What follows belongs to an exercise in optimizing a design on an open flow for small area, a short achievable clock period and few clock cycles; a production flow would make more cautious choices. In this exercise RTL edits were held to simulation tests only and were not proved equivalent to the original. Power is estimated from default activity; no workload was simulated.

v38:
## tfps
module tfps (
    input  wire        clk,
    input  wire        rst,
    input  wire        cmd_valid,
    output wire        cmd_ready,
    input  wire [63:0] cmd,
    output reg         rsp_valid,
    output reg  [39:0] rsp,
    output wire        tx_valid,
    output reg  [7:0]  tx_byte,
    output reg         tx_probe,
    input  wire        tx_ready
);
Size: about 5700 cells after synthesis, ~1200 flip-flops, about 120 I/O pins, about 53000 um^2 of cells after synthesis.
Settings: LEC_CHECK=0, CAP_MARGIN=20, CORE_MARGIN=2, CORE_UTILIZATION=40, SLEW_MARGIN=20; clock period 37.0 ns.
standard.sh (not shown) runs the stock make flow with config.mk's settings and CLKGATE_MAP_FILE= SYNTH_SCRIPT=/design/flow/synth_recipe.tcl, a recipe that flattens the netlist after the stock synthesis.
==> flow/flow/run.sh <==
#!/bin/bash
# Layout flow: the standard flow (standard.sh, unchanged synthesis,
# floorplan, placement, CTS and routing) with one difference: the buffers that
# ORFS puts on every input and output port are sky130_fd_sc_hd__buf_4 instead
# of the default smallest buffer, which shortens the paths from the inputs and
# to the outputs. The full output of the flow goes to standard_flow.log; the
# ORFS tools' own logs stay under orfs/logs/.
set -euo pipefail
export BUFFER_PORTS_ARGS="-buffer_cell sky130_fd_sc_hd__buf_4"
bash standard.sh > standard_flow.log 2>&1
Testbench counts of v38, summed over its fixed seeds: cycles 82,902.
Here is what was changed in the inputs of v34 compared with v38.
-- flow/design.v --
<<< v38, line 21
                     ST_INITFAIL = 8'h0D, ST_SEQERR = 8'h0E, ST_ILLEGAL = 8'h0F;
    localparam [1:0] FS_IDLE = 2'd0, FS_OPEN = 2'd1, FS_ABANDONED = 2'd2;
    localparam [3:0]   DCYC  = 4'd8;          
    reg              mode_q;
    reg  [1:0]       fstate_q;
>>> v34, line 21
                     ST_INITFAIL = 8'h0D, ST_SEQERR = 8'h0E, ST_ILLEGAL = 8'h0F;
    localparam [1:0] FS_IDLE = 2'd0, FS_OPEN = 2'd1, FS_ABANDONED = 2'd2;
    localparam [3:0]   DCYC  = 4'd9;          
    reg              mode_q;
    reg  [1:0]       fstate_q;
<<< v38, line 158
        end
    end
    wire [13:0] dsp_p  = ({14{kh_q[0]}} & 14'd10)   | ({14{kh_q[1]}} & 14'd100) |
                         ({14{kh_q[2]}} & 14'd1000) | ({14{kh_q[3]}} & 14'd10000);
>>> v34, line 158
        end
    end
    wire [2:0]  dsp_k  = q_a[2:0];
    wire [13:0] dsp_p  = ({14{kh_q[0]}} & 14'd10)   | ({14{kh_q[1]}} & 14'd100) |
                         ({14{kh_q[2]}} & 14'd1000) | ({14{kh_q[3]}} & 14'd10000);
<<< v38, line 183
    wire [15:0] dv_s2 = dstep(dv_s1[13:0], q_c[29:28] ^ {2{dsp_neg}}, dsp_p, dsp_p2, dsp_p3);
    wire [13:0] dv_r  = dv_s2[13:0];
    wire        dsp_skip = q_v && !em_act && op_dsplit && (em_cnt == 4'd0) && ((q_c[31:16] ^ {16{dsp_neg}}) == 16'd0);
    wire [31:0] dv_d  = {q_c[27:0], dv_s1[15:14], dv_s2[15:14]};
    wire        fin_neg = q_b[15];
>>> v34, line 184
    wire [15:0] dv_s2 = dstep(dv_s1[13:0], q_c[29:28] ^ {2{dsp_neg}}, dsp_p, dsp_p2, dsp_p3);
    wire [13:0] dv_r  = dv_s2[13:0];
    wire [31:0] dv_d  = {q_c[27:0], dv_s1[15:14], dv_s2[15:14]};
    wire        fin_neg = q_b[15];
<<< v38, line 523
            scan_ones  <= (sc_el_q == 32'hFFFFFFFF);
        end
        if (q_v && !em_act && op_dsplit && em_cnt != DCYC) begin
            if (dsp_skip) begin
                q_c    <= {q_c[15:0], 16'd0};
            end else begin
                q_c    <= dv_d;
                q_b    <= {dsp_neg, 1'b0, dv_r};
            end
        end
        if ((q_v && !em_act && op_dsplit) || em_act) em_cnt <= em_cnt + (dsp_skip ? 4'd4 : 4'd1);
        tx_byte <= cont_byte;
        if (em_act) begin
>>> v34, line 523
            scan_ones  <= (sc_el_q == 32'hFFFFFFFF);
        end
        if (q_v && !em_act && op_dsplit && em_cnt == 4'd0) begin
            q_b  <= {q_c[31], 15'd0};
            kh_q <= {dsp_k == 3'd4, dsp_k == 3'd3, dsp_k == 3'd2, dsp_k == 3'd1};
        end else if (q_v && !em_act && op_dsplit && em_cnt != DCYC) begin
            q_c    <= dv_d;
            q_b    <= {dsp_neg, 1'b0, dv_r};
        end
        if ((q_v && !em_act && op_dsplit) || em_act) em_cnt <= em_cnt + 4'd1;
        tx_byte <= cont_byte;
        if (em_act) begin
<<< v38, line 562
            q_op     <= y_op;
            q_a      <= y_a;
            q_b      <= y_op[4] ? {cmd[31], 15'd0} : cmd[47:32];
            kh_q     <= {y_a[2:0] == 3'd4, y_a[2:0] == 3'd3, y_a[2:0] == 3'd2, y_a[2:0] == 3'd1};
            q_c      <= cmd[31:0];
            em_idx   <= 3'd0;
>>> v34, line 561
            q_op     <= y_op;
            q_a      <= y_a;
            q_b      <= cmd[47:32];
            q_c      <= cmd[31:0];
            em_idx   <= 3'd0;
### Flow results
In the metrics for v38 and v34, the one carrying the lower switching share of total power is v38.
v34 against v38: clock transition time at the flip-flop clock pins of the worst setup and hold paths about even, final instance area about even, largest net degree at the start of global routing rose 72.
Of v34 and v38, it is v34 that has the higher final critical-path share of the clock period.
Final worst setup slack was higher in v38 than in v34.
On largest fanout of any net on the critical path, the lower figure sits with v34, not v38.
Testbench counts of v34, summed over its fixed seeds: cycles 84,105.

separate check: timing with driven ports:
In the flow no input, the clock included, has a driving cell. The finished layouts below were timed again as built, in two steps. Step 1 assumes that a clkbuf_16 drives the clock port and a buf_2 every other input. Step 2 adds t to the input delays and takes it off the output delays; t is the mean of the earliest and latest rising clock arrival at the registers after step 1. Input paths then give back, and output paths get back, about the clock's delay inside the block. a / b / c = ideal ports / drivers / drivers and shift; a / b = the first two.
run	t (ns)	slack for setup (ns)	hold WS [ns]	pins driven straight from the clock port
v38	0.828	28.206 / 28.146 / 27.388	0.291 / 0.291 / 0.291	1
v34	0.827	28.121 / 28.082 / 27.280	0.287 / 0.287 / 0.287	1
After both steps setup and hold are still met in every run listed. The setup slack of v34, which loses most, moves by -0.039 ns with the drivers and by -0.841 ns with both steps.
